From an optimization exercise on the open Yosys and OpenROAD flow, aimed at small area and a short achievable clock period; shortcuts taken in it are not production practice. Function was checked by simulation only, so behaviour that the tests miss may differ from the original. No activity file was given, so power comes from the tool's default toggle rates.

## atis_decoder
module atis_decoder (
    input  wire        clk,
    input  wire        rst,
    input  wire        sample_valid,
    input  wire [15:0] sample,
    output wire        id_valid,
    output wire [34:0] id_pairs,
    output wire [3:0]  id_len,
    output wire [79:0] id_text,
    output reg         locked,
    output wire        fault_ovf
);
==> module atis_sync, before the edit <==
module atis_sync (
    input  wire        clk,
    input  wire        rst,
    input  wire        bit_valid,
    input  wire        bit_in,
    output reg         locked,
    output wire        locked_next,
    output reg         id_valid,
    output reg  [34:0] id_pairs,    
    output wire [3:0]  id_len,
    output wire [79:0] id_text
);
    reg  [9:0] ring;
    reg  [3:0] cnt;        
    reg        pend;       
    reg        act;        
    reg        started;
    reg        alt;        
    reg  [2:0] out_len;
    reg        drop;       
    reg        ndrop;
    reg  [3:0] dig [0:9];  
    wire [6:0] sym_val   = ring[6:0];
    wire [2:0] sym_check = {ring[7], ring[8], ring[9]};
    wire [2:0] sym_ones  = {2'b00, sym_val[0]} + {2'b00, sym_val[1]}
                         + {2'b00, sym_val[2]} + {2'b00, sym_val[3]}
                         + {2'b00, sym_val[4]} + {2'b00, sym_val[5]}
                         + {2'b00, sym_val[6]};
    reg  [3:0] tens_n;
    always @* begin
        if      (sym_val >= 7'd90) tens_n = 4'd9;
        else if (sym_val >= 7'd80) tens_n = 4'd8;
        else if (sym_val >= 7'd70) tens_n = 4'd7;
        else if (sym_val >= 7'd60) tens_n = 4'd6;
        else if (sym_val >= 7'd50) tens_n = 4'd5;
        else if (sym_val >= 7'd40) tens_n = 4'd4;
        else if (sym_val >= 7'd30) tens_n = 4'd3;
        else if (sym_val >= 7'd20) tens_n = 4'd2;
        else if (sym_val >= 7'd10) tens_n = 4'd1;
        else                       tens_n = 4'd0;
    end
    wire [6:0] ones_w = sym_val - {tens_n, 3'b000} - {2'b00, tens_n, 1'b0};
    reg        q_ok, q_le99, q_lock, q_lt10;
    reg  [3:0] q_tens, q_ones;
    always @(posedge clk) begin
        q_ok   <= (sym_check == 3'd7 - sym_ones);
        q_le99 <= (sym_val <= 7'd99);
        q_lock <= (sym_val == 7'd125);
        q_lt10 <= (sym_val < 7'd10);
        q_tens <= tens_n;
        q_ones <= ones_w[3:0];
    end
    wire       read   = act && locked && q_ok && !alt && (started || q_le99);
    wire       keep   = read && q_le99;
    wire       drop_n = (out_len == 3'd0) ? q_lt10 : !ndrop;
    assign locked_next = rst ? 1'b0 :
                         !act ? locked :
                         !locked ? (q_ok && q_lock) :
                         (q_ok && !(keep && out_len == 3'd4));
    always @(posedge clk) begin
        if (rst) begin
            cnt      <= 4'd0;
            pend     <= 1'b0;
            act      <= 1'b0;
            id_valid <= 1'b0;
            started  <= 1'b0;
            alt      <= 1'b0;
            out_len  <= 3'd0;
        end else begin
            id_valid <= 1'b0;
            pend     <= bit_valid && (cnt == 4'd9);
            act      <= pend;
            if (bit_valid && cnt != 4'd9)
                cnt <= cnt + 4'd1;
            if (act) begin
                if (!locked) begin
                    if (q_ok && q_lock) begin
                        cnt     <= 4'd0;
                        started <= 1'b0;
                        alt     <= 1'b0;
                        out_len <= 3'd0;
                    end
                end else begin
                    cnt <= 4'd0;
                    if (!q_ok) begin
                    end else if (read) begin
                        started <= 1'b1;
                        alt     <= 1'b1;
                        if (q_le99) begin
                            out_len <= out_len + 3'd1;
                            if (out_len == 3'd4)
                                id_valid <= 1'b1;
                        end
                    end else if (started) begin
                        alt <= 1'b0;
                    end
                end
            end
        end
    end
    always @(posedge clk)
        locked <= locked_next;
    always @(posedge clk) begin
        if (bit_valid)
            ring <= {bit_in, ring[9:1]};
    end
    integer k;
    always @(posedge clk) begin
        if (keep) begin
            id_pairs <= {sym_val, id_pairs[34:7]};
            drop     <= drop_n;
            ndrop    <= !drop_n;
            for (k = 0; k < 7; k = k + 1)
                dig[k] <= dig[k+2];
            dig[7] <= drop_n ? q_tens : dig[9];
            dig[8] <= drop_n ? q_ones : q_tens;
            dig[9] <= drop_n ? 4'd0 : q_ones;
        end
    end
    genvar j;
    generate
        for (j = 0; j < 9; j = j + 1) begin : g_txt
            assign id_text[8*j +: 8] = {4'h3, dig[j]};
        end
    endgenerate
    assign id_text[79:72] = {2'b00, ndrop, ndrop, dig[9]};
    assign id_len = {1'b1, 1'b0, ndrop, drop};
endmodule
export LEC_CHECK = 0
export CAP_MARGIN = 20
export CORE_MARGIN = 2
export CORE_UTILIZATION = 65
export CTS_CLUSTER_DIAMETER = 80
export CTS_CLUSTER_SIZE = 24
export SLEW_MARGIN = 20
export SYNTH_HIERARCHICAL = 1
export SYNTH_MINIMUM_KEEP_SIZE = 0
create_clock -name core_clock -period 12.0 [get_ports {clk}]
standard.sh (not shown) runs the stock make flow with config.mk's settings and CLKGATE_MAP_FILE= SYNTH_SCRIPT=/design/flow/synth_recipe.tcl, a recipe that flattens the netlist after the stock synthesis.
==> flow/flow/run.sh <==
#!/bin/bash
# Own layout flow: the standard flow (standard.sh, unchanged synthesis,
# floorplan, power grid, placement, CTS and routing), with plain buffers
# instead of delay buffers on the ports, and timing repair asked for 8.5 ns
# of setup slack at the 12 ns clock. The full make output goes to
# standard.log; ORFS keeps each step's log under orfs/logs.
set -euo pipefail
export BUFFER_PORTS_ARGS="-buffer_cell sky130_fd_sc_hd__buf_2"
export SETUP_SLACK_MARGIN=8.5
bash standard.sh > standard.log 2>&1
The starting point passed the timing, design-rule and antenna checks.
Next try:
--- a/flow/design.v
+++ b/flow/design.v
@@ -1359,11 +1359,11 @@
         q_tens <= tens_n;
         q_ones <= ones_w[3:0];
     end
     wire       read   = act && locked && q_ok && !alt && (started || q_le99);
     wire       keep   = read && q_le99;
-    wire       drop_n = (out_len == 3'd0) ? q_lt10 : !ndrop;
+    wire       drop_n = (out_len == 3'd0) ? q_lt10 : drop;
     assign locked_next = rst ? 1'b0 :
                          !act ? locked :
                          !locked ? (q_ok && q_lock) :
                          (q_ok && !(keep && out_len == 3'd4));
     always @(posedge clk) begin
The changed run ran to the end with no violations.
Global-route usage rose by 0.35 points.
Area after synthesis stays flat.
Worst setup slack gets worse by 0.0049 ns.
Critical path depth is unchanged.
Cell count rose by 0.31%.
Power rose by about 0.38%.
Wire length rose by about 1.4%.
Worst hold slack gets worse by 0.015 ns.
Utilization rose by 0.37 points.
Via count rose by 0.78%.
Clock power rose by about 10%.
Design area rose by 0.54%.

what the ideal ports hide:
No port has a modelled driver above. Below, the same layouts with a new extraction and two added sets of constraints.
Step 1: set_driving_cell puts a clkbuf_16 on clk and a buf_2 on each other input, an assumption about the parent block.
Step 2, shift: input delay + t, output delay - t, t = (earliest + latest rising clock arrival at the registers) / 2. This alone moves slack from input paths to output paths.
a / b / c = ideal / step 1 / step 2; a / b = the first two.
| run | t (ns) | slack for setup (ns) | cell pins on the clock port's net |
|---|---|---|---|
| the first run | 0.663 | 8.367 / 8.300 / 8.511 | 1 |
| the second run | 0.675 | 8.362 / 8.291 / 8.512 | 1 |
After both steps every run listed still meets setup and hold.
